Background: an optimization exercise with open tools, aiming at small area, a short achievable clock period and few clock cycles per item. Do not read the settings as production practice. The RTL was checked by simulation tests, not by an equivalence proof against the original design. No activity file was given, so power comes from the tool's default toggle rates.

==> flow/design.v <==
module tbacc_sipround #(
    parameter R0 = 13,
    parameter R1 = 21
) (
    input  wire [63:0] p,
    input  wire [63:0] q,
    input  wire [63:0] x,
    input  wire        sel,
    output wire [63:0] s,
    output wire [63:0] t
);
    wire [63:0] q0 = {q[63-R0:0], q[63:64-R0]};
    wire [63:0] q1 = {q[63-R1:0], q[63:64-R1]};
    tbacc_add64 u_add (.a(p), .b(q), .s(s));
    assign t = ((sel ? q1 : q0) ^ x) ^ s;
endmodule
module tbacc_add64 (input wire [63:0] a, input wire [63:0] b, output wire [63:0] s);
    wire [63:0] p0 = a ^ b;
    wire [63:0] g0 = a & b;
    wire g1_1 = g0[1] | (p0[1] & g0[0]);
    wire p1_1 = p0[1] & p0[0];
    wire g1_3 = g0[3] | (p0[3] & g0[2]);
    wire p1_3 = p0[3] & p0[2];
    wire g1_5 = g0[5] | (p0[5] & g0[4]);
    wire p1_5 = p0[5] & p0[4];
    wire g1_7 = g0[7] | (p0[7] & g0[6]);
    wire p1_7 = p0[7] & p0[6];
    wire g1_9 = g0[9] | (p0[9] & g0[8]);
    wire p1_9 = p0[9] & p0[8];
    wire g1_11 = g0[11] | (p0[11] & g0[10]);
    wire p1_11 = p0[11] & p0[10];
    wire g1_13 = g0[13] | (p0[13] & g0[12]);
    wire p1_13 = p0[13] & p0[12];
    wire g1_15 = g0[15] | (p0[15] & g0[14]);
    wire p1_15 = p0[15] & p0[14];
    wire g1_17 = g0[17] | (p0[17] & g0[16]);
    wire p1_17 = p0[17] & p0[16];
    wire g1_19 = g0[19] | (p0[19] & g0[18]);
    wire p1_19 = p0[19] & p0[18];
    wire g1_21 = g0[21] | (p0[21] & g0[20]);
    wire p1_21 = p0[21] & p0[20];
    wire g1_23 = g0[23] | (p0[23] & g0[22]);
    wire p1_23 = p0[23] & p0[22];
    wire g1_25 = g0[25] | (p0[25] & g0[24]);
    wire p1_25 = p0[25] & p0[24];
    wire g1_27 = g0[27] | (p0[27] & g0[26]);
    wire p1_27 = p0[27] & p0[26];
    wire g1_29 = g0[29] | (p0[29] & g0[28]);
    wire p1_29 = p0[29] & p0[28];
    wire g1_31 = g0[31] | (p0[31] & g0[30]);
    wire p1_31 = p0[31] & p0[30];
    wire g1_33 = g0[33] | (p0[33] & g0[32]);
    wire p1_33 = p0[33] & p0[32];
    wire g1_35 = g0[35] | (p0[35] & g0[34]);
    wire p1_35 = p0[35] & p0[34];
    wire g1_37 = g0[37] | (p0[37] & g0[36]);
    wire p1_37 = p0[37] & p0[36];
    wire g1_39 = g0[39] | (p0[39] & g0[38]);
    wire p1_39 = p0[39] & p0[38];
    wire g1_41 = g0[41] | (p0[41] & g0[40]);
    wire p1_41 = p0[41] & p0[40];
    wire g1_43 = g0[43] | (p0[43] & g0[42]);
    wire p1_43 = p0[43] & p0[42];
    wire g1_45 = g0[45] | (p0[45] & g0[44]);
    wire p1_45 = p0[45] & p0[44];
    wire g1_47 = g0[47] | (p0[47] & g0[46]);
    wire p1_47 = p0[47] & p0[46];
    wire g1_49 = g0[49] | (p0[49] & g0[48]);
    wire p1_49 = p0[49] & p0[48];
    wire g1_51 = g0[51] | (p0[51] & g0[50]);
    wire p1_51 = p0[51] & p0[50];
    wire g1_53 = g0[53] | (p0[53] & g0[52]);
    wire p1_53 = p0[53] & p0[52];
    wire g1_55 = g0[55] | (p0[55] & g0[54]);
    wire p1_55 = p0[55] & p0[54];
    wire g1_57 = g0[57] | (p0[57] & g0[56]);
    wire p1_57 = p0[57] & p0[56];
    wire g1_59 = g0[59] | (p0[59] & g0[58]);
    wire p1_59 = p0[59] & p0[58];
    wire g1_61 = g0[61] | (p0[61] & g0[60]);
    wire p1_61 = p0[61] & p0[60];
    wire g1_63 = g0[63] | (p0[63] & g0[62]);
    wire p1_63 = p0[63] & p0[62];
    wire g2_2 = g0[2] | (p0[2] & g1_1);
    wire p2_2 = p0[2] & p1_1;
    wire g2_3 = g1_3 | (p1_3 & g1_1);
    wire p2_3 = p1_3 & p1_1;
    wire g2_6 = g0[6] | (p0[6] & g1_5);
    wire p2_6 = p0[6] & p1_5;
    wire g2_7 = g1_7 | (p1_7 & g1_5);
    wire p2_7 = p1_7 & p1_5;
    wire g2_10 = g0[10] | (p0[10] & g1_9);
    wire p2_10 = p0[10] & p1_9;
    wire g2_11 = g1_11 | (p1_11 & g1_9);
    wire p2_11 = p1_11 & p1_9;
    wire g2_14 = g0[14] | (p0[14] & g1_13);
    wire p2_14 = p0[14] & p1_13;
    wire g2_15 = g1_15 | (p1_15 & g1_13);
    wire p2_15 = p1_15 & p1_13;
    wire g2_18 = g0[18] | (p0[18] & g1_17);
    wire p2_18 = p0[18] & p1_17;
    wire g2_19 = g1_19 | (p1_19 & g1_17);
    wire p2_19 = p1_19 & p1_17;
    wire g2_22 = g0[22] | (p0[22] & g1_21);
    wire p2_22 = p0[22] & p1_21;
    wire g2_23 = g1_23 | (p1_23 & g1_21);
    wire p2_23 = p1_23 & p1_21;
    wire g2_26 = g0[26] | (p0[26] & g1_25);
    wire p2_26 = p0[26] & p1_25;
    wire g2_27 = g1_27 | (p1_27 & g1_25);
    wire p2_27 = p1_27 & p1_25;
    wire g2_30 = g0[30] | (p0[30] & g1_29);
    wire p2_30 = p0[30] & p1_29;
    wire g2_31 = g1_31 | (p1_31 & g1_29);
    wire p2_31 = p1_31 & p1_29;
    wire g2_34 = g0[34] | (p0[34] & g1_33);
    wire p2_34 = p0[34] & p1_33;
    wire g2_35 = g1_35 | (p1_35 & g1_33);
    wire p2_35 = p1_35 & p1_33;
    wire g2_38 = g0[38] | (p0[38] & g1_37);
    wire p2_38 = p0[38] & p1_37;
    wire g2_39 = g1_39 | (p1_39 & g1_37);
    wire p2_39 = p1_39 & p1_37;
    wire g2_42 = g0[42] | (p0[42] & g1_41);
    wire p2_42 = p0[42] & p1_41;
    wire g2_43 = g1_43 | (p1_43 & g1_41);
    wire p2_43 = p1_43 & p1_41;
    wire g2_46 = g0[46] | (p0[46] & g1_45);
    wire p2_46 = p0[46] & p1_45;
    wire g2_47 = g1_47 | (p1_47 & g1_45);
    wire p2_47 = p1_47 & p1_45;
    wire g2_50 = g0[50] | (p0[50] & g1_49);
    wire p2_50 = p0[50] & p1_49;
    wire g2_51 = g1_51 | (p1_51 & g1_49);
    wire p2_51 = p1_51 & p1_49;
    wire g2_54 = g0[54] | (p0[54] & g1_53);
    wire p2_54 = p0[54] & p1_53;
    wire g2_55 = g1_55 | (p1_55 & g1_53);
    wire p2_55 = p1_55 & p1_53;
    wire g2_58 = g0[58] | (p0[58] & g1_57);
    wire p2_58 = p0[58] & p1_57;
    wire g2_59 = g1_59 | (p1_59 & g1_57);
    wire p2_59 = p1_59 & p1_57;
    wire g2_62 = g0[62] | (p0[62] & g1_61);
    wire p2_62 = p0[62] & p1_61;
    wire g2_63 = g1_63 | (p1_63 & g1_61);
    wire p2_63 = p1_63 & p1_61;
    wire g3_4 = g0[4] | (p0[4] & g2_3);
    wire p3_4 = p0[4] & p2_3;
    wire g3_5 = g1_5 | (p1_5 & g2_3);
    wire p3_5 = p1_5 & p2_3;
    wire g3_6 = g2_6 | (p2_6 & g2_3);
    wire p3_6 = p2_6 & p2_3;
    wire g3_7 = g2_7 | (p2_7 & g2_3);
    wire p3_7 = p2_7 & p2_3;
    wire g3_12 = g0[12] | (p0[12] & g2_11);
    wire p3_12 = p0[12] & p2_11;
    wire g3_13 = g1_13 | (p1_13 & g2_11);
    wire p3_13 = p1_13 & p2_11;
    wire g3_14 = g2_14 | (p2_14 & g2_11);
    wire p3_14 = p2_14 & p2_11;
    wire g3_15 = g2_15 | (p2_15 & g2_11);
    wire p3_15 = p2_15 & p2_11;
    wire g3_20 = g0[20] | (p0[20] & g2_19);
    wire p3_20 = p0[20] & p2_19;
    wire g3_21 = g1_21 | (p1_21 & g2_19);
    wire p3_21 = p1_21 & p2_19;
    wire g3_22 = g2_22 | (p2_22 & g2_19);
    wire p3_22 = p2_22 & p2_19;
    wire g3_23 = g2_23 | (p2_23 & g2_19);
    wire p3_23 = p2_23 & p2_19;
    wire g3_28 = g0[28] | (p0[28] & g2_27);
    wire p3_28 = p0[28] & p2_27;
    wire g3_29 = g1_29 | (p1_29 & g2_27);
    wire p3_29 = p1_29 & p2_27;
    wire g3_30 = g2_30 | (p2_30 & g2_27);
    wire p3_30 = p2_30 & p2_27;
    wire g3_31 = g2_31 | (p2_31 & g2_27);
    wire p3_31 = p2_31 & p2_27;
    wire g3_36 = g0[36] | (p0[36] & g2_35);
    wire p3_36 = p0[36] & p2_35;
    wire g3_37 = g1_37 | (p1_37 & g2_35);
    wire p3_37 = p1_37 & p2_35;
    wire g3_38 = g2_38 | (p2_38 & g2_35);
    wire p3_38 = p2_38 & p2_35;
    wire g3_39 = g2_39 | (p2_39 & g2_35);
    wire p3_39 = p2_39 & p2_35;
    wire g3_44 = g0[44] | (p0[44] & g2_43);
    wire p3_44 = p0[44] & p2_43;
    wire g3_45 = g1_45 | (p1_45 & g2_43);
    wire p3_45 = p1_45 & p2_43;
    wire g3_46 = g2_46 | (p2_46 & g2_43);
    wire p3_46 = p2_46 & p2_43;
    wire g3_47 = g2_47 | (p2_47 & g2_43);
    wire p3_47 = p2_47 & p2_43;
    wire g3_52 = g0[52] | (p0[52] & g2_51);
    wire p3_52 = p0[52] & p2_51;
    wire g3_53 = g1_53 | (p1_53 & g2_51);
    wire p3_53 = p1_53 & p2_51;
    wire g3_54 = g2_54 | (p2_54 & g2_51);
    wire p3_54 = p2_54 & p2_51;
    wire g3_55 = g2_55 | (p2_55 & g2_51);
    wire p3_55 = p2_55 & p2_51;
    wire g3_60 = g0[60] | (p0[60] & g2_59);
    wire p3_60 = p0[60] & p2_59;
    wire g3_61 = g1_61 | (p1_61 & g2_59);
    wire p3_61 = p1_61 & p2_59;
    wire g3_62 = g2_62 | (p2_62 & g2_59);
    wire p3_62 = p2_62 & p2_59;
    wire g3_63 = g2_63 | (p2_63 & g2_59);
    wire p3_63 = p2_63 & p2_59;
    wire g4_8 = g0[8] | (p0[8] & g3_7);
    wire p4_8 = p0[8] & p3_7;
    wire g4_9 = g1_9 | (p1_9 & g3_7);
    wire p4_9 = p1_9 & p3_7;
    wire g4_10 = g2_10 | (p2_10 & g3_7);
    wire p4_10 = p2_10 & p3_7;
    wire g4_11 = g2_11 | (p2_11 & g3_7);
    wire p4_11 = p2_11 & p3_7;
    wire g4_12 = g3_12 | (p3_12 & g3_7);
    wire p4_12 = p3_12 & p3_7;
    wire g4_13 = g3_13 | (p3_13 & g3_7);
    wire p4_13 = p3_13 & p3_7;
    wire g4_14 = g3_14 | (p3_14 & g3_7);
    wire p4_14 = p3_14 & p3_7;
    wire g4_15 = g3_15 | (p3_15 & g3_7);
    wire p4_15 = p3_15 & p3_7;
    wire g4_24 = g0[24] | (p0[24] & g3_23);
    wire p4_24 = p0[24] & p3_23;
    wire g4_25 = g1_25 | (p1_25 & g3_23);
    wire p4_25 = p1_25 & p3_23;
    wire g4_26 = g2_26 | (p2_26 & g3_23);
    wire p4_26 = p2_26 & p3_23;
    wire g4_27 = g2_27 | (p2_27 & g3_23);
    wire p4_27 = p2_27 & p3_23;
    wire g4_28 = g3_28 | (p3_28 & g3_23);
    wire p4_28 = p3_28 & p3_23;
    wire g4_29 = g3_29 | (p3_29 & g3_23);
    wire p4_29 = p3_29 & p3_23;
    wire g4_30 = g3_30 | (p3_30 & g3_23);
    wire p4_30 = p3_30 & p3_23;
    wire g4_31 = g3_31 | (p3_31 & g3_23);
    wire p4_31 = p3_31 & p3_23;
    wire g4_40 = g0[40] | (p0[40] & g3_39);
    wire p4_40 = p0[40] & p3_39;
    wire g4_41 = g1_41 | (p1_41 & g3_39);
    wire p4_41 = p1_41 & p3_39;
    wire g4_42 = g2_42 | (p2_42 & g3_39);
    wire p4_42 = p2_42 & p3_39;
    wire g4_43 = g2_43 | (p2_43 & g3_39);
    wire p4_43 = p2_43 & p3_39;
    wire g4_44 = g3_44 | (p3_44 & g3_39);
    wire p4_44 = p3_44 & p3_39;
    wire g4_45 = g3_45 | (p3_45 & g3_39);
    wire p4_45 = p3_45 & p3_39;
    wire g4_46 = g3_46 | (p3_46 & g3_39);
    wire p4_46 = p3_46 & p3_39;
    wire g4_47 = g3_47 | (p3_47 & g3_39);
    wire p4_47 = p3_47 & p3_39;
    wire g4_56 = g0[56] | (p0[56] & g3_55);
    wire p4_56 = p0[56] & p3_55;
    wire g4_57 = g1_57 | (p1_57 & g3_55);
    wire p4_57 = p1_57 & p3_55;
    wire g4_58 = g2_58 | (p2_58 & g3_55);
    wire p4_58 = p2_58 & p3_55;
    wire g4_59 = g2_59 | (p2_59 & g3_55);
    wire p4_59 = p2_59 & p3_55;
    wire g4_60 = g3_60 | (p3_60 & g3_55);
    wire p4_60 = p3_60 & p3_55;
    wire g4_61 = g3_61 | (p3_61 & g3_55);
    wire p4_61 = p3_61 & p3_55;
    wire g4_62 = g3_62 | (p3_62 & g3_55);
    wire p4_62 = p3_62 & p3_55;
    wire g4_63 = g3_63 | (p3_63 & g3_55);
    wire p4_63 = p3_63 & p3_55;
    wire g5_16 = g0[16] | (p0[16] & g4_15);
    wire p5_16 = p0[16] & p4_15;
    wire g5_17 = g1_17 | (p1_17 & g4_15);
    wire p5_17 = p1_17 & p4_15;
    wire g5_18 = g2_18 | (p2_18 & g4_15);
    wire p5_18 = p2_18 & p4_15;
    wire g5_19 = g2_19 | (p2_19 & g4_15);
    wire p5_19 = p2_19 & p4_15;
    wire g5_20 = g3_20 | (p3_20 & g4_15);
    wire p5_20 = p3_20 & p4_15;
    wire g5_21 = g3_21 | (p3_21 & g4_15);
    wire p5_21 = p3_21 & p4_15;
    wire g5_22 = g3_22 | (p3_22 & g4_15);
    wire p5_22 = p3_22 & p4_15;
    wire g5_23 = g3_23 | (p3_23 & g4_15);
    wire p5_23 = p3_23 & p4_15;
    wire g5_24 = g4_24 | (p4_24 & g4_15);
    wire p5_24 = p4_24 & p4_15;
    wire g5_25 = g4_25 | (p4_25 & g4_15);
    wire p5_25 = p4_25 & p4_15;
    wire g5_26 = g4_26 | (p4_26 & g4_15);
    wire p5_26 = p4_26 & p4_15;
    wire g5_27 = g4_27 | (p4_27 & g4_15);
    wire p5_27 = p4_27 & p4_15;
    wire g5_28 = g4_28 | (p4_28 & g4_15);
    wire p5_28 = p4_28 & p4_15;
    wire g5_29 = g4_29 | (p4_29 & g4_15);
    wire p5_29 = p4_29 & p4_15;
    wire g5_30 = g4_30 | (p4_30 & g4_15);
    wire p5_30 = p4_30 & p4_15;
    wire g5_31 = g4_31 | (p4_31 & g4_15);
    wire p5_31 = p4_31 & p4_15;
    wire g5_48 = g0[48] | (p0[48] & g4_47);
    wire p5_48 = p0[48] & p4_47;
    wire g5_49 = g1_49 | (p1_49 & g4_47);
    wire p5_49 = p1_49 & p4_47;
    wire g5_50 = g2_50 | (p2_50 & g4_47);
    wire p5_50 = p2_50 & p4_47;
    wire g5_51 = g2_51 | (p2_51 & g4_47);
    wire p5_51 = p2_51 & p4_47;
    wire g5_52 = g3_52 | (p3_52 & g4_47);
    wire p5_52 = p3_52 & p4_47;
    wire g5_53 = g3_53 | (p3_53 & g4_47);
    wire p5_53 = p3_53 & p4_47;
    wire g5_54 = g3_54 | (p3_54 & g4_47);
    wire p5_54 = p3_54 & p4_47;
    wire g5_55 = g3_55 | (p3_55 & g4_47);
    wire p5_55 = p3_55 & p4_47;
    wire g5_56 = g4_56 | (p4_56 & g4_47);
    wire p5_56 = p4_56 & p4_47;
    wire g5_57 = g4_57 | (p4_57 & g4_47);
    wire p5_57 = p4_57 & p4_47;
    wire g5_58 = g4_58 | (p4_58 & g4_47);
    wire p5_58 = p4_58 & p4_47;
    wire g5_59 = g4_59 | (p4_59 & g4_47);
    wire p5_59 = p4_59 & p4_47;
    wire g5_60 = g4_60 | (p4_60 & g4_47);
    wire p5_60 = p4_60 & p4_47;
    wire g5_61 = g4_61 | (p4_61 & g4_47);
    wire p5_61 = p4_61 & p4_47;
    wire g5_62 = g4_62 | (p4_62 & g4_47);
    wire p5_62 = p4_62 & p4_47;
    wire g5_63 = g4_63 | (p4_63 & g4_47);
    wire p5_63 = p4_63 & p4_47;
    wire g6_32 = g0[32] | (p0[32] & g5_31);
    wire p6_32 = p0[32] & p5_31;
    wire g6_33 = g1_33 | (p1_33 & g5_31);
    wire p6_33 = p1_33 & p5_31;
    wire g6_34 = g2_34 | (p2_34 & g5_31);
    wire p6_34 = p2_34 & p5_31;
    wire g6_35 = g2_35 | (p2_35 & g5_31);
    wire p6_35 = p2_35 & p5_31;
    wire g6_36 = g3_36 | (p3_36 & g5_31);
    wire p6_36 = p3_36 & p5_31;
    wire g6_37 = g3_37 | (p3_37 & g5_31);
    wire p6_37 = p3_37 & p5_31;
    wire g6_38 = g3_38 | (p3_38 & g5_31);
    wire p6_38 = p3_38 & p5_31;
    wire g6_39 = g3_39 | (p3_39 & g5_31);
    wire p6_39 = p3_39 & p5_31;
    wire g6_40 = g4_40 | (p4_40 & g5_31);
    wire p6_40 = p4_40 & p5_31;
    wire g6_41 = g4_41 | (p4_41 & g5_31);
    wire p6_41 = p4_41 & p5_31;
    wire g6_42 = g4_42 | (p4_42 & g5_31);
    wire p6_42 = p4_42 & p5_31;
    wire g6_43 = g4_43 | (p4_43 & g5_31);
    wire p6_43 = p4_43 & p5_31;
    wire g6_44 = g4_44 | (p4_44 & g5_31);
    wire p6_44 = p4_44 & p5_31;
    wire g6_45 = g4_45 | (p4_45 & g5_31);
    wire p6_45 = p4_45 & p5_31;
    wire g6_46 = g4_46 | (p4_46 & g5_31);
    wire p6_46 = p4_46 & p5_31;
    wire g6_47 = g4_47 | (p4_47 & g5_31);
    wire p6_47 = p4_47 & p5_31;
    wire g6_48 = g5_48 | (p5_48 & g5_31);
    wire p6_48 = p5_48 & p5_31;
    wire g6_49 = g5_49 | (p5_49 & g5_31);
    wire p6_49 = p5_49 & p5_31;
    wire g6_50 = g5_50 | (p5_50 & g5_31);
    wire p6_50 = p5_50 & p5_31;
    wire g6_51 = g5_51 | (p5_51 & g5_31);
    wire p6_51 = p5_51 & p5_31;
    wire g6_52 = g5_52 | (p5_52 & g5_31);
    wire p6_52 = p5_52 & p5_31;
    wire g6_53 = g5_53 | (p5_53 & g5_31);
    wire p6_53 = p5_53 & p5_31;
    wire g6_54 = g5_54 | (p5_54 & g5_31);
    wire p6_54 = p5_54 & p5_31;
    wire g6_55 = g5_55 | (p5_55 & g5_31);
    wire p6_55 = p5_55 & p5_31;
    wire g6_56 = g5_56 | (p5_56 & g5_31);
    wire p6_56 = p5_56 & p5_31;
    wire g6_57 = g5_57 | (p5_57 & g5_31);
    wire p6_57 = p5_57 & p5_31;
    wire g6_58 = g5_58 | (p5_58 & g5_31);
    wire p6_58 = p5_58 & p5_31;
    wire g6_59 = g5_59 | (p5_59 & g5_31);
    wire p6_59 = p5_59 & p5_31;
    wire g6_60 = g5_60 | (p5_60 & g5_31);
    wire p6_60 = p5_60 & p5_31;
    wire g6_61 = g5_61 | (p5_61 & g5_31);
    wire p6_61 = p5_61 & p5_31;
    wire g6_62 = g5_62 | (p5_62 & g5_31);
    wire p6_62 = p5_62 & p5_31;
    wire g6_63 = g5_63 | (p5_63 & g5_31);
    wire p6_63 = p5_63 & p5_31;
    wire [63:0] c = {g6_62, g6_61, g6_60, g6_59, g6_58, g6_57, g6_56, g6_55, g6_54, g6_53, g6_52, g6_51, g6_50, g6_49, g6_48, g6_47, g6_46, g6_45, g6_44, g6_43, g6_42, g6_41, g6_40, g6_39, g6_38, g6_37, g6_36, g6_35, g6_34, g6_33, g6_32, g5_31, g5_30, g5_29, g5_28, g5_27, g5_26, g5_25, g5_24, g5_23, g5_22, g5_21, g5_20, g5_19, g5_18, g5_17, g5_16, g4_15, g4_14, g4_13, g4_12, g4_11, g4_10, g4_9, g4_8, g3_7, g3_6, g3_5, g3_4, g2_3, g2_2, g1_1, g0[0], 1'b0};
    assign s = p0 ^ c;
endmodule
module tbacc_sipcore (
    input  wire        clk,
    input  wire        rst,
    input  wire        init,
    input  wire [63:0] seed0,
    input  wire [63:0] seed1,
    input  wire        chunk_wr,
    input  wire        fin_go,
    input  wire [63:0] m,
    input  wire [63:0] xin,           
    output wire        m_busy,        
    output wire        m_busy_next,
    output wire        fin_load,      
    output wire        f2,            
    output wire        rl,            
    output wire [63:0] dig
);
    localparam S_IDLE = 4'd0;
    localparam S_C1   = 4'd1;
    localparam S_C2   = 4'd2;
    localparam S_F1   = 4'd8;
    localparam S_F2   = 4'd9;
    localparam S_RL   = 4'd15;
    reg  [3:0]  cs;
    reg         fin_pend;
    reg         busy_q, h1_q, cmp2_q, f2_q, rl_q, mb_q;
    reg  [63:0] A, B, C, D;
    wire        fgo = fin_go || fin_pend;
    wire        fin_load_i = !init && !chunk_wr && (cs == S_IDLE || cs == S_C2) && fgo;
    wire        xen = chunk_wr | fin_load_i;
    wire [63:0] xm  = xin & {64{xen}};
    wire [63:0] m2 = m & {64{cmp2_q}};
    wire [63:0] s1, t1, s2, t2;
    tbacc_sipround #(.R0(21), .R1(13)) u_p1 (.p(A), .q(B), .x(xm),    .sel(h1_q), .s(s1), .t(t1));
    tbacc_sipround #(.R0(17), .R1(16)) u_p2 (.p(C), .q(D), .x(64'd0), .sel(h1_q), .s(s2), .t(t2));
    wire [63:0] s1r = {s1[31:0], s1[63:32]};
    wire [63:0] s2r = {s2[31:0], s2[63:32]};
    assign dig = t2 ^ ({B[42:0], B[63:43]} ^ s2r);
    reg [3:0] cs_n;
    always @(*) begin
        if (init)
            cs_n = S_IDLE;
        else if (chunk_wr)
            cs_n = S_C1;
        else case (cs)
            S_IDLE, S_C2: cs_n = fgo ? S_F1 : S_IDLE;
            S_C1:         cs_n = S_C2;
            S_RL:         cs_n = S_IDLE;
            default:      cs_n = cs + 4'd1;
        endcase
    end
    always @(posedge clk) begin
        if (rst) begin
            cs       <= S_IDLE;
            fin_pend <= 1'b0;
            busy_q   <= 1'b0;
            h1_q     <= 1'b0;
            cmp2_q   <= 1'b0;
            f2_q     <= 1'b0;
            rl_q     <= 1'b0;
            mb_q     <= 1'b0;
        end else begin
            cs <= cs_n;
            if (init || cs_n == S_F1)
                fin_pend <= 1'b0;
            else if (fin_go)
                fin_pend <= 1'b1;
            busy_q <= (cs_n != S_IDLE);
            h1_q   <= (cs_n == S_C1) || (cs_n[3] && !cs_n[0]);
            cmp2_q <= (cs_n == S_C2) || (cs_n == S_F2);
            f2_q   <= (cs_n == S_F2);
            rl_q   <= (cs_n == S_RL);
            mb_q   <= (cs_n == S_C1);
        end
    end
    always @(posedge clk) begin
        if (init) begin
            A <= seed0 ^ 64'h736f6d6570736575;
            B <= seed1 ^ 64'h646f72616e646f6d;
            C <= seed0 ^ 64'h6c7967656e657261;
            D <= seed1 ^ 64'h7465646279746573;
        end else if (busy_q) begin
            if (h1_q) begin
                A <= s1r;
                C <= s2;
            end else begin
                A <= s1 ^ m2;
                C <= s2r ^ {56'd0, {8{f2_q}}};
            end
            B <= t2;
            D <= t1;
        end else if (xen) begin
            D <= D ^ xin;
        end
    end
    assign m_busy      = mb_q;
    assign m_busy_next = (cs_n == S_C1);
    assign fin_load    = fin_load_i;
    assign f2          = f2_q;
    assign rl          = rl_q;
endmodule
module tbacc_tailbuf (
    input  wire [63:0] value,
    input  wire [63:0] src,
    input  wire [3:0]  n,
    output wire [63:0] new_value,
    output wire [63:0] chunk,
    output wire        chunk_valid
);
    wire [7:0]  bc = value[63:56];
    wire [2:0]  c  = value[58:56];
    wire [63:0] sm;
    genvar j;
    generate
        for (j = 0; j < 8; j = j + 1) begin : g_mask
            assign sm[8*j +: 8] = (n > j) ? src[8*j +: 8] : 8'd0;
        end
    endgenerate
    wire [63:0] r1 = c[0] ? {sm[55:0], sm[63:56]} : sm;
    wire [63:0] r2 = c[1] ? {r1[47:0], r1[63:48]} : r1;
    wire [63:0] rot = c[2] ? {r2[31:0], r2[63:32]} : r2;
    wire [63:0] lo;    
    wire [55:0] hi;    
    generate
        for (j = 0; j < 8; j = j + 1) begin : g_merge
            if (j < 7) begin : g_t
                assign lo[8*j +: 8] = (c > j) ? value[8*j +: 8] : rot[8*j +: 8];
                assign hi[8*j +: 8] = (c > j) ? rot[8*j +: 8] : 8'd0;
            end else begin : g_7
                assign lo[8*j +: 8] = rot[8*j +: 8];
            end
        end
    endgenerate
    assign chunk_valid = ({1'b0, c} + n) >= 4'd8;
    assign chunk       = lo;
    assign new_value   = {bc + {4'd0, n}, chunk_valid ? hi : lo[55:0]};
endmodule
module tbacc (
    input  wire         clk,
    input  wire         rst,
    input  wire         cmd_valid,
    output wire         cmd_ready,
    input  wire [7:0]   cmd_op,
    input  wire [63:0]  cmd_a,
    input  wire [63:0]  cmd_b,
    output wire         rsp_valid,
    output wire [7:0]   rsp_status,
    output wire [63:0]  rsp_data,
    output wire         mem_req,
    output wire         mem_wide,
    output wire [31:0]  mem_addr,
    input  wire         mem_ack,
    input  wire [63:0]  mem_rdata,
    input  wire         mem_err,
    output wire [63:0]  value_o,
    output wire [15:0]  status_o
);
    reg         ready_q;
    reg         vq;                     
    reg         oi, o8, o16, o32, o64, ob, of, orv;    
    reg  [63:0] a_q, b_q;
    reg  [63:0] value;
    reg         fin;                    
    reg  [2:0]  fault;                  
    reg         nz;                     
    reg  [63:0] m;                      
    reg         blk;                    
    reg         rd;                     
    reg         bm;                     
    reg         mreq, mwide;
    reg  [2:0]  gcnt;                   
    reg         gdone;                  
    reg  [3:0]  gn;                     
    reg         errq;                   
    reg         rsp_q;
    wire d_init = (cmd_op == 8'h01);
    wire d_8    = (cmd_op == 8'h10);
    wire d_16   = (cmd_op == 8'h11);
    wire d_32   = (cmd_op == 8'h12);
    wire d_64   = (cmd_op == 8'h13) || (cmd_op == 8'h14);
    wire d_b    = (cmd_op == 8'h18);
    wire d_f    = (cmd_op == 8'h20);
    wire d_rv   = !(d_init || d_8 || d_16 || d_32 || d_64 || d_b || d_f);
    wire [2:0] c = value[58:56];
    wire typed = o8 | o16 | o32 | o64;
    wire [3:0] n_typed = o8 ? 4'd1 : o16 ? 4'd2 : o32 ? 4'd4 : 4'd8;
    wire tchunk = o64 | (o32 & c[2]) | (o16 & c[2] & c[1]) | (o8 & (c == 3'd7));
    wire        m_busy, m_busy_next, core_f2, core_rl;
    wire        chunk_wr;
    wire        init_x, fin_x;
    wire ex      = vq & !blk & !(typed & !nz & !fin & tchunk & m_busy);
    wire [32:0] range_end = {1'b0, a_q[31:0]} + {1'b0, b_q[31:0]};
    wire wraps   = range_end[32] & (range_end[31:0] != 32'd0);
    wire len0    = (b_q[31:0] == 32'd0);
    wire x_ign   = ex & nz;
    wire x_rv    = ex & !nz & orv;
    assign init_x = ex & !nz & oi;
    wire x_nohash = ex & !nz & !orv & !oi & fin;
    wire x_live  = ex & !nz & !orv & !oi & !fin;
    wire x_wrap  = x_live & ob & wraps;
    wire x_bytes = x_live & ob & !wraps & !len0;
    assign fin_x = x_live & of;
    wire x_typed = x_live & typed;
    wire x_simple = ex & !x_bytes & !fin_x;
    wire [63:0] ap_src = bm ? {a_q[63:32], b_q[63:32]} : a_q;
    wire [3:0]  ap_n   = bm ? gn : n_typed;
    wire        ap_en  = x_typed | gdone;
    wire [63:0] ap_value, ap_chunk;
    wire        ap_cv;
    tbacc_tailbuf u_tailbuf (
        .value(value), .src(ap_src), .n(ap_n),
        .new_value(ap_value), .chunk(ap_chunk), .chunk_valid(ap_cv)
    );
    assign chunk_wr = ap_en & ap_cv;
    wire        fin_load;
    wire [63:0] m_n = chunk_wr ? ap_chunk : value;
    wire [63:0] dig;
    tbacc_sipcore u_core (
        .clk(clk), .rst(rst), .init(init_x), .seed0(a_q), .seed1(b_q),
        .chunk_wr(chunk_wr), .fin_go(fin_x), .m(m), .xin(m_n),
        .m_busy(m_busy), .m_busy_next(m_busy_next), .fin_load(fin_load),
        .f2(core_f2), .rl(core_rl), .dig(dig)
    );
    wire        rd_ack  = rd & mem_ack;
    wire [31:0] cur_n   = a_q[31:0] + (mwide ? 32'd8 : 32'd1);
    wire [31:0] rem_n   = b_q[31:0] - (mwide ? 32'd8 : 32'd1);
    wire        more    = (rem_n != 32'd0);
    wire        wide_n  = (cur_n[2:0] == 3'd0) && (rem_n[31:3] != 29'd0);
    wire        gend    = mwide | (cur_n[2:0] == 3'd0) | !more;
    wire        bytes_done = gdone & !rd;
    reg  [63:0] value_n;
    always @(*) begin
        if (init_x)
            value_n = 64'd0;
        else if (ap_en)
            value_n = ap_value;
        else if (core_f2)
            value_n = 64'd1;
        else
            value_n = value;
    end
    reg blk_n, rd_n;
    always @(*) begin
        blk_n = blk;
        if (x_bytes | fin_x) blk_n = 1'b1;
        if (bytes_done | errq | core_rl) blk_n = 1'b0;
        rd_n = rd;
        if (x_bytes) rd_n = 1'b1;
        if (rd_ack & (mem_err | !more)) rd_n = 1'b0;
    end
    wire cap    = cmd_valid & ready_q;
    wire hold_n = cap | (vq & !ex);
    wire [2:0] c_n = c + ap_n[2:0];    
    wire n8  = ready_q ? d_8  : o8;
    wire n16 = ready_q ? d_16 : o16;
    wire n32 = ready_q ? d_32 : o32;
    wire n64 = ready_q ? d_64 : o64;
    wire nb  = ready_q ? d_b  : ob;
    wire tchunk_n = n64 | (n32 & c_n[2]) | (n16 & c_n[2] & c_n[1]) | (n8 & (c_n == 3'd7));
    wire ready_n = !rd_n & (!hold_n | (!blk_n & !nb & !(tchunk_n & m_busy_next)));
    wire fin_n  = init_x ? 1'b0 : (core_f2 ? 1'b1 : fin);
    wire nz_n   = nz | x_rv | x_wrap | x_nohash | errq;
    wire early  = cap & d_b & !cmd_a[31] & !cmd_b[31] & (cmd_b[31:0] != 32'd0) &
                  !nz_n & !fin_n & !blk_n;
    always @(posedge clk) begin
        if (rst) begin
            ready_q   <= 1'b1;
            vq        <= 1'b0;
            value     <= 64'd1;
            fin       <= 1'b1;
            fault     <= 3'd0;
            nz        <= 1'b0;
            blk       <= 1'b0;
            rd        <= 1'b0;
            bm        <= 1'b0;
            mreq      <= 1'b0;
            gdone     <= 1'b0;
            errq      <= 1'b0;
            rsp_q     <= 1'b0;
        end else begin
            ready_q <= ready_n;
            vq      <= ready_q ? cmd_valid : (vq & !ex);
            value   <= value_n;
            blk     <= blk_n;
            rd      <= rd_n;
            if (init_x)
                fin <= 1'b0;
            else if (core_f2)
                fin <= 1'b1;
            if (x_rv | x_wrap) begin
                fault <= 3'd3;
                nz    <= 1'b1;
            end else if (x_nohash) begin
                fault <= 3'd1;
                nz    <= 1'b1;
            end else if (errq) begin
                fault <= 3'd4;
                nz    <= 1'b1;
            end
            if (x_bytes)
                bm <= 1'b1;
            else if (bytes_done | errq)
                bm <= 1'b0;
            if (early) begin
                mreq  <= 1'b1;
                mwide <= (cmd_a[2:0] == 3'd0) && (cmd_b[31:3] != 29'd0);
            end else if (x_bytes) begin
                mreq  <= 1'b1;
                mwide <= (a_q[2:0] == 3'd0) && (b_q[31:3] != 29'd0);
            end
            if (x_bytes)
                gcnt  <= 3'd0;
            if (rd_ack) begin
                if (mem_err) begin
                    mreq <= 1'b0;
                end else begin
                    mreq  <= more;
                    mwide <= wide_n;
                    gcnt  <= gend ? 3'd0 : gcnt + 3'd1;
                end
            end
            gdone <= rd_ack & !mem_err & gend;
            errq  <= rd_ack & mem_err;
            rsp_q     <= x_simple | bytes_done | errq | core_rl;
        end
    end
    always @(posedge clk)
        if (rd_ack)
            gn <= mwide ? 4'd8 : {1'b0, gcnt} + 4'd1;
    always @(posedge clk)
        if (chunk_wr | fin_load)
            m <= m_n;
    reg  [63:0] dig_q;
    always @(posedge clk)
        dig_q <= dig & {64{core_rl}};
    integer i;
    always @(posedge clk) begin
        if (ready_q) begin
            a_q <= cmd_a;
            b_q <= cmd_b;
            oi  <= d_init;
            o8  <= d_8;
            o16 <= d_16;
            o32 <= d_32;
            o64 <= d_64;
            ob  <= d_b;
            of  <= d_f;
            orv <= d_rv;
        end else if (rd_ack & !mem_err) begin
            a_q[31:0] <= cur_n;
            b_q[31:0] <= rem_n;
            if (mwide) begin
                b_q[63:32] <= mem_rdata[31:0];
                a_q[63:32] <= mem_rdata[63:32];
            end else begin
                for (i = 0; i < 4; i = i + 1)
                    if (gcnt == i) b_q[32 + 8*i +: 8] <= mem_rdata[7:0];
                for (i = 0; i < 4; i = i + 1)
                    if (gcnt == i + 4) a_q[32 + 8*i +: 8] <= mem_rdata[7:0];
            end
        end
    end
    assign cmd_ready  = ready_q;
    assign rsp_valid  = rsp_q;
    assign rsp_status = {5'd0, fault};
    assign rsp_data   = dig_q;
    assign mem_req    = mreq;
    assign mem_wide   = mwide;
    assign mem_addr   = a_q[31:0];
    assign value_o    = value;
    assign status_o   = {5'd0, fault, 6'd0, nz, fin};
endmodule
==> flow/flow/run.sh <==
#!/bin/bash
set -euo pipefail
bash standard.sh SETUP_SLACK_MARGIN=9 "BUFFER_PORTS_ARGS=-buffer_cell sky130_fd_sc_hd__buf_4" finish > standard.log 2>&1
==> flow/standard.sh <==
#!/bin/bash
# synth_recipe.tcl (not shown) runs the flow's synth.tcl, then flattens the netlist and writes it again
# the make line also repeats each setting of config.mk as NAME=value (left out here)
make -C /OpenROAD-flow-scripts/flow DESIGN_CONFIG=/design/flow/config.mk WORK_HOME=/design/flow/orfs CLKGATE_MAP_FILE= SYNTH_SCRIPT=/design/flow/synth_recipe.tcl "${@:-finish}"
==> flow/config.mk <==
export PLATFORM = sky130hd
export DESIGN_NAME = tbacc
export DESIGN_NICKNAME = tbacc
export VERILOG_FILES = /design/flow/design.v
export SDC_FILE = /design/flow/constraint.sdc
export NUM_CORES = 4
export LEC_CHECK = 0
export CAP_MARGIN = 20
export CORE_MARGIN = 2
export CORE_UTILIZATION = 40
export PLACE_DENSITY = 0.7
export SLEW_MARGIN = 20
export TNS_END_PERCENT = 0
==> flow/constraint.sdc <==
create_clock -name core_clock -period 12.5 [get_ports {clk}]
set_input_delay 2.5000 -clock core_clock [delete_from_list [all_inputs] [get_ports {clk}]]
set_output_delay 2.5000 -clock core_clock [all_outputs]
set_load 0.01 [all_outputs]
==> reports/results.ini, run 1 <==
[clocking]
clk_pin_slew_ns = 0.06
clockRootBuffer = clkbuf_16
cts_tree = done
htreeDepth = 3
cts.sinks = 617
numCtsBuffers = 78
clk_latency_ns = 0.69
clock_path_buffers = 3

[sta]
tightest_slew_ns = 1.11
fmax_ghz = 0.232
rsz0062_at_grt = yes
setup_violations = 0
period_minus_slack_ns = 4.30
fin_setup_tns_ns = 0
hold_violations = 0
fin_worst_skew_ns = 0.0379
fin_crit_sh = 0.344
relSlewSlack = 0.236
slew_violations = 0
setup_slack_ns = 8.20

[routing]
viasPerCell = 6.36
firstDrtPassIters = 6
routed_wl_um = 243000
drtIter0Drc = 6932
ant_nets = 0
routedWlPerCell_um = 35.8
vias = 43238
drc = 0

[cells_and_area]
syn_to_final_growth_pct = 19.9
fillers = 10471
drive_gt1_frac = 0.184
final_nets = 5631

[synth]
ys_async_sr_fraction = 0
ys_warn_count = 2
synth-seq-cells = 617
synth-edff-count = 459
synth_commonest_cells = 509 x nand2_1, 459 x edfxtp_1, 417 x a21oi_1, 417 x o21ai_0, 408 x nor2_1
syn_area_per_cell_um2 = 9.08
syn-cell-area_um2 = 44600
ys_seq_area_frac = 0.380
yosysTopAreaCellShare = 0.309
ys_types = 105
synth_most_common_cell = nand2_1
ys_top_cells_by_area = edfxtp_1 31%, xnor2_1 7.2%, dfxtp_1 7.1%
netlist_instances = 4907
ys.flop_type = edfxtp_1
synth_top_cell_by_area = edfxtp_1

[setup_path]
critPathRequiredTime_ns = 12.91
critPathLaunchType = register
r2r_start = u_core.B[40]
cp.arrival_ns = 4.71
slowest_delay_ns = 0.71
rrSetupSlack_ns = 8.20
crit_path_end_kind = register
path_cells = ha_1 -> a21oi_1 -> o22ai_1 -> nor2_1 -> o21ai_0 -> a221oi_2 -> buf_4 -> a21boi_1 -> o31a_1 -> o21ai_0 -> nand2b_1 -> xnor2_2 -> buf_4 -> xnor2_1 -> a21oi_1
startpoint = u_core.B[40]
path_class = reg2reg
path_max_fanout = 4
critPathSlowestCell = edfxtp_1

[global_route]
antenna_found_initial = 30
grt_overflow = 0
grt_pass1_wl_um = 327000
grt_max_degree = 183
grt_pass1_vias = 39898
track_usage = 0.418

[power]
clock_power_share = 0.467
sw_frac_of_total = 0.264
switching_power_mw = 1.36
internal_power_mw = 3.80
power_mw = 5.16
seq_power_share = 0.442
powerDensity_nw_per_um2 = 96.6
comb_power_share = 0.091
ir_drop_mv = 0.0949
leakagePower_nw = 20.8

[min_path]
min_path_type = reg2reg
min_from = value[19]

[place]
place_hpwl_um = 187000
dp_slack_ns = 7.24
gp_congestion = 1.12
portBuffers = 376

[die]
dieArea_um2 = 114000
io_pins = 393
start_util = 0.403
die_h_um = 338
fp-row-count = 122
die_w_um = 338
core_um2 = 111000

[status]
status = timing/DRC/antenna clean

[run]
drv_cap = 0

==> layer usage <==
metal | up-vias | global-route usage | part of all wire
met1 | 21013 | 0.530 | 0.37
met5 | - | 0 | 0.00046
met2 | 3184 | 0.597 | 0.41
met3 | 751 | 0.126 | 0.13
li1 | 18272 | - | -
met4 | 18 | 0.310 | 0.090
==> power by group through the flow <==
stage | Sequential (mW) | Clock, mW | Combinational, mW
global route | 2.28 | 2.49 | 0.487
detailed placement | 2.34 | 0 | 0.398
floorplan | 2.27 | 0 | 0.229
CTS | 2.28 | 2.41 | 0.446
finish | 2.28 | 2.41 | 0.468
global placement | 2.34 | 0 | 0.398
==> state kept, by name, indices dropped and copies added, names as in the netlist, 3 cells and up <==
signal     flops
u_core.C      64
u_core.B      64
u_core.A      64
u_core.cs      4
b_q           64
dig_q         64
u_core.D      64
value         64
fault          3
gcnt           3
a_q           64
m             64
gn             4
==> timing repair <==
item	in CTS	in global routing
cloned	2	0
buffers inserted	74	6
hold buffers	0	0
pin swaps	36	11
endpoints found under the setup margin	934	908
gates resized for setup	208	32
==> final timing paths <==
check	cells after the start	to
worst max-delay path	15	u_core.A[58]
worst min-delay path	2	value[19]
worst max register to register	15	u_core.A[58]
worst min register to register	2	value[19]
==> kinds of logic after synthesis <==
| group | synth area share |
|---|---|
| compound gates | 0.181 |
| xor+xnor | 0.123 |
| fa+ha+maj | 0.0557 |
| buf+inv | 0.0428 |
| flops | 0.380 |
| mux | 0.0750 |
| other cells | 0.0000841 |
| simple gates | 0.142 |
==> layout make-up <==
cell class	instances	area, um^2	area share
Multi-Input combinational cell	3856	27000	0.506
Timing Repair inverter	1	8.76	0.000164
Antenna cell	13	32.5	0.000609
Clock buffer	111	2310	0.0432
Timing Repair Buffer	554	4390	0.0821
Sequential cell	617	17000	0.318
Tap cell	1488	1860	0.0349
Clock inverter	32	338	0.00632
Inverter	128	504	0.00944
==> critical path: cells and delay by family (launching register included) <==
kind	cells	cell delay [ns]
fa+ha+maj	1	0.39
flops	1	0.71
simple gates	2	0.42
xor+xnor	2	0.44
buf+inv	2	0.41
compound gates	8	1.65
==> through the flow <==
stage	utilization	std cells	hold WS, ns	area, um^2
2_1_floorplan	-	4922	0.488	44700
3_3_place_gp	0.441	6561	0.469	48800
3_5_place_dp	0.441	6562	0.478	48800
4_1_cts	0.481	6781	0.504	53200
5_1_grt	0.483	6791	0.530	53400
6_report	0.483	6800	0.503	53400
==> cells in the final DEF (no fill, tap or decap), types with 36 or more instances in the layout <==
cell type,count
dfxtp_1,148
xnor2_2,38
ha_1,164
edfxtp_1,459
nand2_1,502
nor2_1,398
buf_4,529
nor3_1,57
inv_1,121
and3_1,46
a31oi_1,46
clkbuf_16,84
nand4_1,36
xor2_1,220
a21o_1,82
o21ai_0,399
xnor2_1,328
nand3_1,79
o211ai_1,51
a21oi_1,399
mux2i_1,254
and2_1,46
mux2_2,45
Testbench counts, summed over its fixed seeds: cycles 16,276, hashes 384.
==> inputs of run 2 (changes only) <==
--- a/flow/config.mk
+++ b/flow/config.mk
@@ -7,7 +7,7 @@
 export LEC_CHECK = 0
 export CAP_MARGIN = 20
 export CORE_MARGIN = 2
-export CORE_UTILIZATION = 40
-export PLACE_DENSITY = 0.7
+export CORE_UTILIZATION = 45
+export PLACE_DENSITY = 0.65
 export SLEW_MARGIN = 20
 export TNS_END_PERCENT = 0
==> run 2 against run 1 <==
  * Cell area is 0.76% lower
  * Hold slack worse by 0.0086 ns
  * Die area is 11% lower
  * Total power is 2.6% lower
  * Sequential share of layout area is 0.24 points higher
  * Flip-flop and latch count stayed put
  * Worst setup slack worse by 0.026 ns
  * Clock skew hardly changed
  * Via count is 0.16% higher
  * Critical path type unchanged
==> reports/results.ini, run 2 <==
[synth]
ys_top_cells_by_area = edfxtp_1 31%, xnor2_1 7.2%, dfxtp_1 7.1%
yosysTopAreaCellShare = 0.309  ; unchanged
synth_top_cell_by_area = edfxtp_1
ys_seq_area_frac = 0.380  ; unchanged
muxShareOfSynthArea = 0.0750  ; unchanged
synth_compound_area_frac = 0.181  ; unchanged
ys.flop_type = edfxtp_1
synth-seq-cells = 617  ; unchanged
synth_most_common_cell = nand2_1
ys_types = 105  ; unchanged
synth_adder_area_share = 0.0557  ; unchanged
ys_warn_count = 2  ; unchanged
syn_area_per_cell_um2 = 9.08  ; unchanged
synth_commonest_cells = 509 x nand2_1, 459 x edfxtp_1, 417 x a21oi_1, 417 x o21ai_0, 408 x nor2_1
yosys.area_share.simple = 0.142  ; unchanged
syn-cell-area_um2 = 44600  ; unchanged
netlist_instances = 4907  ; unchanged
ys_async_sr_fraction = 0  ; unchanged
synth_top_family_by_area = compound AO/OA/AOI/OAI gates
synth-edff-count = 459  ; unchanged
synth_xor_area_frac = 0.123  ; unchanged

[cells_and_area]
utilization = 0.539  ; +0.0568
layout.cells.non_filler = 6602  ; -2.9%
final_cell_mix = 521 x buf_4, 502 x nand2_1, 459 x edfxtp_1, 403 x a21oi_1, 399 x nor2_1
fillers = 9111  ; -13%
final_nets = 5624  ; -0.12%
drive_gt1_frac = 0.178  ; -0.00640
stdcell_area_um2 = 53000  ; -0.76%
syn_to_final_growth_pct = 18.9
layout_commonest_cell = buf_4

[routing]
firstDrtPassIters = 6  ; unchanged
viasPerCell = 6.56  ; +3.2%
vias = 43306  ; +0.16%
ant_nets = 0  ; unchanged
drc = 0  ; unchanged
routed_wl_um = 236000  ; -3.0%
drtIter0Drc = 7007  ; +1.1%
routedWlPerCell_um = 35.8  ; about the same

[power]
powerDensity_nw_per_um2 = 94.8  ; -1.9%
leakagePower_nw = 20.6  ; -0.68%
clock_power_share = 0.455  ; -0.012
comb_power_share = 0.092  ; about the same
internal_power_mw = 3.67  ; -3.3%
power_mw = 5.03  ; -2.6%
sw_frac_of_total = 0.269  ; +0.00490
seq_power_share = 0.453  ; +0.011
ir_drop_mv = 0.0926  ; -2.4%
switching_power_mw = 1.35  ; -0.80%

[clocking]
clockRootBuffer = clkbuf_16
numCtsBuffers = 77  ; -1.3%
htreeDepth = 3  ; unchanged
cts.sinks = 617  ; unchanged
clock_path_buffers = 3  ; unchanged
cts_hold_buffers = 0  ; unchanged
clk_pin_slew_ns = 0.06  ; about the same
clk_latency_ns = 0.69  ; about the same
cts_tree = done

[setup_path]
crit_top_cell = a21oi_1
crit_family = compound AO/OA/AOI/OAI gates
path_cells = buf_8 -> or4b_2 -> a32oi_1 -> or2_2 -> a31oi_1 -> a21oi_1 -> mux2i_1 -> a21oi_1 -> nand2_1 -> xnor2_1 -> xnor2_1 -> a21oi_1
crit_path_end_kind = register
cp.depth = 12  ; -3
r2r_cells = 12  ; -3
path_buf_inv = 1  ; -1
cp.arrival_ns = 4.73  ; +0.02 ns
path_max_fanout = 49  ; +45
r2r-end = u_core.D[63]
r2r_start = bm
critPathSlowestCell = a21oi_1
critPathLaunchType = register
critPathRequiredTime_ns = 12.90  ; about the same
path_class = reg2reg
slowest_delay_ns = 0.76  ; +0.05 ns
rrSetupSlack_ns = 8.17  ; -0.03 ns

[die]
io_pins = 393  ; unchanged
fp-row-count = 115  ; -5.7%
core_um2 = 98300  ; -11%
start_util = 0.454  ; +0.0508
dieArea_um2 = 102000  ; -11%
die_h_um = 319  ; -5.7%
die_w_um = 319  ; -5.7%

[global_route]
grt_max_degree = 159  ; -13%
track_usage = 0.451  ; +0.0337
grt_pass1_wl_um = 319000  ; -2.2%
grt_overflow = 0  ; unchanged
antenna_found_initial = 25  ; -17%
grt_pass1_vias = 39367  ; -1.3%

[place]
portBuffers = 376  ; unchanged
dp_slack_ns = 6.97  ; -0.278 ns
dpl_cell_area_um2 = 48500  ; -0.64%
gp_congestion = 1.09  ; -2.6%
dp.cells = 6355  ; -3.2%
place_hpwl_um = 181000  ; -3.0%

[min_path]
whs_path_depth = 2  ; unchanged
min_from = value[24]
min_path_type = reg2reg
min_to = value[24]

[sta]
setup_violations = 0  ; unchanged
relSlewSlack = 0.224  ; -0.0117
fmax_ghz = 0.231  ; -0.59%
hold_violations = 0  ; unchanged
holdWs_ns = 0.494  ; -0.00856 ns
period_minus_slack_ns = 4.33  ; +0.0257 ns
setup_slack_ns = 8.17  ; -0.0257 ns
slew_violations = 0  ; unchanged
rsz0062_at_grt = yes
fin_worst_skew_ns = 0.0374  ; -0.000500 ns
fin_crit_sh = 0.346  ; +0.00205
tightest_slew_ns = 1.16  ; +0.0470 ns
fin_setup_tns_ns = 0  ; unchanged

[run]
drv_cap = 0  ; unchanged

[status]
status = timing/DRC/antenna clean

[run 2: cell counts after synthesis]
Identical to the previous run, type by type.
[run 2: area by class of cell]
cell class / instances / area [um^2] / share of cell area
clock buffers: 111 / 2230 / 0.0421
clock inverters: 32 / 279 / 0.00526
diodes: 22 / 55.1 / 0.00104
flip-flops and latches: 617 / 17000 / 0.320
multi-input cells: 3857 / 27000 / 0.508
well taps: 1287 / 1610 / 0.0304
repair buffers: 548 / 4400 / 0.0830
inverters: 128 / 522 / 0.00984
[run 2: logic make-up (layout without fill, tap and decap cells)]
family,after synthesis,after routing
AO/OA/AOI/OAI,1330,1330
flip-flops,617,617
buffers and inverters,449,819
XOR/XNOR,619,619
AND/OR/NAND/NOR,1379,1380
other,1,38
multiplexers,322,322
adder cells (fa/ha/maj),190,190
[run 2: worst max-delay path by stage]
stage | from | to | slack, ns
5_1_grt | a_q[0] | ready_q | 8.11
3_3_place_gp | bm | u_core.D[18] | 6.94
6_report | bm | u_core.D[63] | 8.17
4_1_cts | a_q[0] | mwide | 8.40
2_1_floorplan | mem_ack | a_q[0] | 8.34
3_5_place_dp | bm | u_core.D[16] | 6.97
[run 2: power groups by stage]
| stage | registers [mW] | clock network [mW] | logic [mW] |
|---|---|---|---|
| 2_1_floorplan | 2.27 | 0 | 0.229 |
| 3_3_place_gp | 2.33 | 0 | 0.403 |
| 3_5_place_dp | 2.33 | 0 | 0.404 |
| 4_1_cts | 2.27 | 2.29 | 0.446 |
| 5_1_grt | 2.27 | 2.36 | 0.484 |
| 6_report | 2.28 | 2.29 | 0.463 |
[run 2: what timing repair did]
item	CTS	global route
pin swaps	30	6
setup endpoints to repair	918	940
cloned	5	0
setup buffers	66	9
resized for setup	227	12
[run 2: metal layers]
| layer | GRT usage | wire [um] | vias up |
|---|---|---|---|
| met2 | 0.649 | 97300 | 3298 |
| met4 | 0.325 | 20400 | 30 |
| li1 | - | - | 18311 |
| met3 | 0.133 | 31600 | 714 |
| met5 | 0 | 194 | - |
| met1 | 0.577 | 86500 | 20953 |
[run 2: tightest hold or removal path, stage by stage (launching register included)]
cell	delay [ns]
dfxtp_1	0.33
nand2_1	0.06
a21oi_1	0.05
==> inputs of run 3 (changes only) <==
==> flow/flow/run.sh (replaced) <==
#!/bin/bash
set -euo pipefail
bash standard.sh SETUP_SLACK_MARGIN=9 "BUFFER_PORTS_ARGS=-buffer_cell sky130_fd_sc_hd__buf_2" finish > standard.log 2>&1
==> run 3 against run 2 <==
  * Still clean on timing, DRC and antenna
  * Hold slack worse by 0.0024 ns
  * Synthesized area unchanged
  * Sequential power is essentially flat
  * Core utilization decreased by 1.4 points
  * Worst setup slack got worse by 0.16 ns
  * Global-route usage fell by 1.0 points
==> reports/results.ini, run 3 <==
[status]
status = timing/DRC/antenna clean

[sta]
hold_violations = 0  ; unchanged
tightest_slew_ns = 1.19  ; +0.0327 ns
period_minus_slack_ns = 4.49  ; +0.160 ns
setup_slack_ns = 8.01  ; -0.160 ns
fin_worst_skew_ns = 0.0492  ; +0.0117 ns
fin_crit_sh = 0.359  ; +0.0128
fin_setup_tns_ns = 0  ; unchanged
rsz0062_at_grt = yes
fmax_ghz = 0.223  ; -3.6%
relSlewSlack = 0.201  ; -0.0231
slew_violations = 0  ; unchanged
setup_violations = 0  ; unchanged

[cells_and_area]
final_nets = 5599  ; -0.44%
layout_commonest_cell = nand2_1
stdcell_area_um2 = 51700  ; -2.5%
final_cell_mix = 501 x nand2_1, 459 x edfxtp_1, 408 x a21oi_1, 401 x o21ai_0, 399 x nor2_1
drive_gt1_frac = 0.172  ; -0.00608
syn_to_final_growth_pct = 15.9

[routing]
firstDrtPassIters = 8  ; +2
routed_wl_um = 231000  ; -2.2%
ant_nets = 0  ; unchanged
routedWlPerCell_um = 35.1  ; -1.7%
drc = 0  ; unchanged
drtIter0Drc = 7354  ; +5.0%
vias = 43292  ; -0.032%
viasPerCell = 6.59  ; +0.42%

[clocking]
clk_pin_slew_ns = 0.05  ; about the same
clk_latency_ns = 0.69  ; about the same
cts_tree = done
cts_hold_buffers = 0  ; unchanged
clockRootBuffer = clkbuf_16
clock_path_buffers = 3  ; unchanged
numCtsBuffers = 76  ; -1.3%
htreeDepth = 3  ; unchanged
cts.sinks = 617  ; unchanged

[place]
dpl_cell_area_um2 = 47500  ; -1.9%
gp_congestion = 1.10  ; +1.5%
portBuffers = 376  ; unchanged
place_hpwl_um = 177000  ; -2.2%
dp_slack_ns = 7.08  ; +0.117 ns

[min_path]
min_path_type = reg2reg

[setup_path]
critPathRequiredTime_ns = 13.03  ; +0.13 ns
critPathLaunchType = register
path_max_fanout = 6  ; -88%
path_class = reg2reg
cp.arrival_ns = 5.02  ; +0.29 ns
crit_path_end_kind = register
rrSetupSlack_ns = 8.01  ; -0.16 ns

[global_route]
grt_pass1_wl_um = 313000  ; -2.0%
track_usage = 0.441  ; -0.0103
grt_max_degree = 172  ; +8.2%
grt_overflow = 0  ; unchanged
antenna_found_initial = 23  ; -8.0%
grt_pass1_vias = 39279  ; -0.22%

[synth]
ys_async_sr_fraction = 0  ; unchanged
synth_most_common_cell = nand2_1
synth_top_family_by_area = compound AO/OA/AOI/OAI gates
yosysTopAreaCellShare = 0.309  ; unchanged
syn-cell-area_um2 = 44600  ; unchanged
muxShareOfSynthArea = 0.0750  ; unchanged
synth_compound_area_frac = 0.181  ; unchanged
synth_top_cell_by_area = edfxtp_1
yosys.area_share.simple = 0.142  ; unchanged
synth-edff-count = 459  ; unchanged
syn_area_per_cell_um2 = 9.08  ; unchanged
synth_commonest_cells = 509 x nand2_1, 459 x edfxtp_1, 417 x a21oi_1, 417 x o21ai_0, 408 x nor2_1
netlist_instances = 4907  ; unchanged
ys_types = 105  ; unchanged
ys.flop_type = edfxtp_1
synth_xor_area_frac = 0.123  ; unchanged
ys_top_cells_by_area = edfxtp_1 31%, xnor2_1 7.2%, dfxtp_1 7.1%
ys_warn_count = 2  ; unchanged
ys_seq_area_frac = 0.380  ; unchanged
synth-seq-cells = 617  ; unchanged
synth_adder_area_share = 0.0557  ; unchanged

[power]
powerDensity_nw_per_um2 = 97.6  ; +2.9%
clock_power_share = 0.463  ; +0.008
internal_power_mw = 3.70  ; +0.74%
switching_power_mw = 1.34  ; -0.84%
seq_power_share = 0.451  ; -0.002
ir_drop_mv = 0.0987  ; +6.5%
leakagePower_nw = 20.3  ; -1.7%
comb_power_share = 0.086  ; -0.006
sw_frac_of_total = 0.266  ; -0.00310

[die]
die_h_um = 319  ; unchanged
die_w_um = 319  ; unchanged
fp-row-count = 115  ; unchanged
io_pins = 393  ; unchanged
start_util = 0.454  ; unchanged
dieArea_um2 = 102000  ; unchanged
core_um2 = 98300  ; unchanged

[run]
drv_cap = 0  ; unchanged

-- run 3: repair_timing --
| item | CTS | global route |
|---|---|---|
| setup endpoints to repair | 987 | 1011 |
| gates cloned | 2 | 0 |
| pin swaps | 31 | 4 |
| hold endpoints to repair | 0 | 0 |
| buffers inserted | 56 | 3 |
| gates resized for setup | 181 | 10 |
-- run 3: worst max-delay path, cell delays in order (launching register included) --
cell and delay [ns]:
edfxtp_1 0.62, ha_2 0.52, nand4b_1 0.34, a211oi_2 0.44, o2111a_2 0.36, o2111ai_2 0.23, a21oi_2 0.36, nor2_1 0.15
xnor2_2 0.25, xnor2_1 0.76, xnor2_2 0.24, nor2_1 0.07
-- run 3: path summary, 6_finish.rpt --
kind | startpoint | end | cells past startpoint
max | u_core.D[5] | dig_q[60] | 11
min reg2reg | value[24] | value[24] | 2
min | value[24] | value[24] | 2
max reg2reg | u_core.D[5] | dig_q[60] | 11
-- run 3: layout make-up --
| type | instances | area, um^2 |
|---|---|---|
| multi-input cells | 3857 | 26800 |
| clock buffers | 104 | 2170 |
| well taps | 1287 | 1610 |
| inverters | 128 | 527 |
| fillers | 9164 | 46600 |
| flip-flops and latches | 617 | 17000 |
| repair buffers | 524 | 3180 |
| diodes | 20 | 50.0 |
| clock inverters | 35 | 362 |
-- run 3: kinds of logic (layout without fill, tap and decap cells) --
group / after synthesis / count (layout)
XOR/XNOR: 619 / 619
AO/OA/AOI/OAI: 1330 / 1330
flip-flops: 617 / 617
other: 1 / 36
AND/OR/NAND/NOR: 1379 / 1380
multiplexers: 322 / 322
buffers and inverters: 449 / 791
adder cells (fa/ha/maj): 190 / 190
-- run 3: per-stage QoR --
step           hold slack (ns)  power, mW  cells   util
2_1_floorplan            0.488       2.50   4922      -
3_3_place_gp             0.483       2.71   6351  0.484
3_5_place_dp             0.486       2.71   6352  0.484
4_1_cts                  0.494       5.01   6549  0.524
5_1_grt                  0.522       5.12   6555  0.525
6_report                 0.492       5.04   6572  0.526
-- run 3: per-layer routing --
layer  vias up  wire length, um  GRT usage
li1      18237                -          -
met2      3431            95500      0.635
met3       728            31800      0.134
met1     20876            84400      0.563
met5         -              126          0
met4        20            19200      0.311
-- run 3: power by group through the flow --
| stage | logic, mW | registers (mW) | clock network [mW] |
|---|---|---|---|
| floorplan | 0.229 | 2.27 | 0 |
| global placement | 0.383 | 2.32 | 0 |
| detailed placement | 0.383 | 2.32 | 0 |
| CTS | 0.416 | 2.27 | 2.33 |
| global route | 0.453 | 2.27 | 2.40 |
| finish | 0.434 | 2.28 | 2.33 |
==> inputs of run 4 (changes only) <==
--- a/flow/config.mk
+++ b/flow/config.mk
@@ -7,7 +7,7 @@
 export LEC_CHECK = 0
 export CAP_MARGIN = 20
 export CORE_MARGIN = 2
-export CORE_UTILIZATION = 45
-export PLACE_DENSITY = 0.65
+export CORE_UTILIZATION = 40
+export PLACE_DENSITY = 0.6
 export SLEW_MARGIN = 20
 export TNS_END_PERCENT = 0
==> run 4 against run 3 <==
  * Still clean on timing, DRC and antenna
  * Via count is essentially flat
  * Synthesized cell count is the same
  * Hold slack got worse by 0.0077 ns
  * Die area increased by 12%
  * Total power up 0.31%
  * Sequential share of layout area fell by 0.33 points
  * Clock power about the same
  * Non-clock buffer count increased by 19
  * Wire length grew 0.70%
  * Register-to-register slack improved by 0.09 ns
  * First-iteration DRC count down 13%
  * Global-route usage is 4.5 points lower
  * Critical path type unchanged
  * Critical endpoint is now dig_q[25]
  * Largest cell class unchanged
  * Highest routed layer unchanged
==> reports/results.ini, run 4 <==
[status]
status = timing/DRC/antenna clean

[power]
leakagePower_nw = 20.4  ; +0.72%
clock_power_share = 0.463  ; about the same
ir_drop_mv = 0.0915  ; -7.3%
switching_power_mw = 1.36  ; +1.6%
internal_power_mw = 3.70  ; -0.16%
seq_power_share = 0.450  ; about the same
comb_power_share = 0.087  ; about the same
powerDensity_nw_per_um2 = 97.0  ; -0.66%
sw_frac_of_total = 0.270  ; +0.00342

[cells_and_area]
syn_to_final_growth_pct = 17.1
layout_commonest_cell = nand2_1
drive_gt1_frac = 0.180  ; +0.00828
final_cell_mix = 501 x nand2_1, 459 x edfxtp_1, 404 x a21oi_1, 401 x o21ai_0, 399 x nor2_1
final_nets = 5619  ; +0.36%
fillers = 10649  ; +16%

[synth]
ys_top_cells_by_area = edfxtp_1 31%, xnor2_1 7.2%, dfxtp_1 7.1%
synth_commonest_cells = 509 x nand2_1, 459 x edfxtp_1, 417 x a21oi_1, 417 x o21ai_0, 408 x nor2_1
muxShareOfSynthArea = 0.0750  ; unchanged
ys_warn_count = 2  ; unchanged
netlist_instances = 4907  ; unchanged
synth_xor_area_frac = 0.123  ; unchanged
ys.flop_type = edfxtp_1
yosysTopAreaCellShare = 0.309  ; unchanged
yosys.area_share.simple = 0.142  ; unchanged
synth_top_family_by_area = compound AO/OA/AOI/OAI gates
synth_top_cell_by_area = edfxtp_1
synth_compound_area_frac = 0.181  ; unchanged
syn-cell-area_um2 = 44600  ; unchanged
synth_adder_area_share = 0.0557  ; unchanged
syn_area_per_cell_um2 = 9.08  ; unchanged
synth_most_common_cell = nand2_1
synth-seq-cells = 617  ; unchanged
synth-edff-count = 459  ; unchanged
ys_types = 105  ; unchanged
ys_seq_area_frac = 0.380  ; unchanged
ys_async_sr_fraction = 0  ; unchanged

[setup_path]
path_cells = ha_2 -> fa_2 -> a21oi_4 -> nand4b_1 -> buf_12 -> a211oi_4 -> o2111a_2 -> o31a_1 -> buf_4 -> nor2_1 -> xnor2_1 -> xnor2_1 -> xnor2_1 -> and2_1
crit_top_cell = xnor2_1
critPathSlowestCell = nor2_1
cp.arrival_ns = 4.97  ; -0.05 ns
crit_path_end_kind = register
critPathLaunchType = register
path_class = reg2reg
critPathRequiredTime_ns = 13.06  ; +0.03 ns
slowest_delay_ns = 0.64  ; -0.12 ns
path_max_fanout = 5  ; -1

[routing]
wl_met2_um = 96900  ; +1.5%
vias = 43257  ; -0.081%
firstDrtPassIters = 9  ; +1
dr.max_layer_used = met5
routedWlPerCell_um = 34.3  ; -2.5%
drc = 0  ; unchanged
drtIter0Drc = 6386  ; -13%
viasPerCell = 6.37  ; -3.3%
ant_nets = 0  ; unchanged
m1WireLength_um = 86700  ; +2.8%
routed_wl_um = 233000  ; +0.70%
met3_length_um = 30700  ; -3.3%

[die]
start_util = 0.403  ; -0.0508
fp-row-count = 122  ; +6.1%
io_pins = 393  ; unchanged
die_w_um = 338  ; +6.0%
core_um2 = 111000  ; +13%
die_h_um = 338  ; +6.0%
dieArea_um2 = 114000  ; +12%

[global_route]
grt_pass1_vias = 38889  ; -0.99%
grt_pass1_wl_um = 312000  ; -0.18%
antenna_found_initial = 25  ; +8.7%
track_usage = 0.396  ; -0.0454
grt_max_degree = 162  ; -5.8%
grt_overflow = 0  ; unchanged

[sta]
hold_violations = 0  ; unchanged
fin_setup_tns_ns = 0  ; unchanged
slew_violations = 0  ; unchanged
fin_worst_skew_ns = 0.0469  ; -0.00227 ns
relSlewSlack = 0.188  ; -0.0132
setup_violations = 0  ; unchanged
tightest_slew_ns = 1.22  ; +0.0229 ns
rsz0062_at_grt = yes
period_minus_slack_ns = 4.40  ; -0.0882 ns
fmax_ghz = 0.227  ; +2.0%
setup_slack_ns = 8.10  ; +0.0882 ns
fin_crit_sh = 0.352  ; -0.00706

[clocking]
clock_path_buffers = 3  ; unchanged
htreeDepth = 3  ; unchanged
cts_hold_buffers = 0  ; unchanged
cts_tree = done
clk_latency_ns = 0.69  ; about the same
numCtsBuffers = 76  ; unchanged
clk_pin_slew_ns = 0.06  ; about the same
cts.sinks = 617  ; unchanged
clockRootBuffer = clkbuf_16

[place]
gp_congestion = 1.13  ; +2.0%
dp_slack_ns = 7.28  ; +0.201 ns
portBuffers = 376  ; unchanged
place_hpwl_um = 178000  ; +0.14%

[min_path]
min_path_type = reg2reg

[run]
drv_cap = 0  ; unchanged

run 4: what timing repair did:
action,4_1_cts,5_1_grt
buffers inserted,57,18
pin swaps,27,12
setup endpoints to repair,851,854
hold endpoints to repair,0,0
gates resized for setup,157,61
gates cloned,2,2
run 4: power groups by stage:
stage / logic [mW] / registers, mW / clock network, mW
after floorplan: 0.229 / 2.27 / 0
after global placement: 0.382 / 2.33 / 0
after detailed placement: 0.380 / 2.33 / 0
after CTS: 0.419 / 2.27 / 2.35
after global routing: 0.461 / 2.27 / 2.42
final: 0.442 / 2.28 / 2.34
run 4: final cells by class:
type / count / area, um^2 / area share
antenna: 18 / 45.0 / 0.000863
multi-input combinational: 3858 / 26900 / 0.516
clock buffer: 106 / 2180 / 0.0417
tap: 1488 / 1860 / 0.0357
timing repair buffer: 543 / 3310 / 0.0634
inverter: 128 / 522 / 0.0100
clock inverter: 32 / 369 / 0.00707
sequential: 617 / 17000 / 0.325
run 4: logic make-up (layout without fill, tap and decap cells):
logic type / after synthesis / in the layout
adders and majority gates: 190 / 190
xor gates and xnor gates: 619 / 619
DFF: 617 / 617
buffers and inverters: 449 / 809
and+or+nand+nor: 1379 / 1381
muxes: 322 / 322
other: 1 / 34
AOI/OAI and AO/OA: 1330 / 1330
run 4: per-layer routing:
metal,vias to the layer above,track usage
met5,-,0
met4,16,0.259
met3,712,0.126
met2,3257,0.575
met1,20967,0.504
li1,18305,-
run 4: final timing paths:
| path | start | to | slack (ns) | depth (start not counted) |
|---|---|---|---|---|
| worst max-delay path | u_core.D[0] | dig_q[25] | 8.10 | 14 |
| worst min-delay path | value[31] | value[31] | 0.48 | 2 |
| worst max register to register | u_core.D[0] | dig_q[25] | 8.10 | 14 |
| worst min register to register | value[31] | value[31] | 0.48 | 2 |
run 4: stage by stage:
| step | instance area [um^2] | util | hold slack (ns) | power (mW) | instances |
|---|---|---|---|---|---|
| 6_report | 52200 | 0.471 | 0.484 | 5.06 | 6790 |
| 5_1_grt | 52100 | 0.471 | 0.524 | 5.15 | 6773 |
| 4_1_cts | 51600 | 0.466 | 0.490 | 5.03 | 6752 |
| 3_5_place_dp | 47800 | 0.432 | 0.478 | 2.71 | 6555 |
| 3_3_place_gp | 47700 | 0.431 | 0.470 | 2.71 | 6553 |
| 2_1_floorplan | 44700 | - | 0.488 | 2.50 | 4922 |
run 4: critical path, delay by kind of cell (launching register included):
kind | cells | cell delay [ns]
buf+inv | 2 | 0.30
simple gates | 3 | 1.01
flops | 1 | 0.53
compound gates | 4 | 1.01
xor+xnor | 3 | 0.79
fa+ha+maj | 2 | 0.63

Setup slack of run 4, layout unchanged: 8.099 ns with ideal ports, 8.099 ns with driving cells assumed (clock clkbuf_16, inputs buf_2), 7.886 ns with port delays also shifted by the 0.746 ns mid clock arrival.
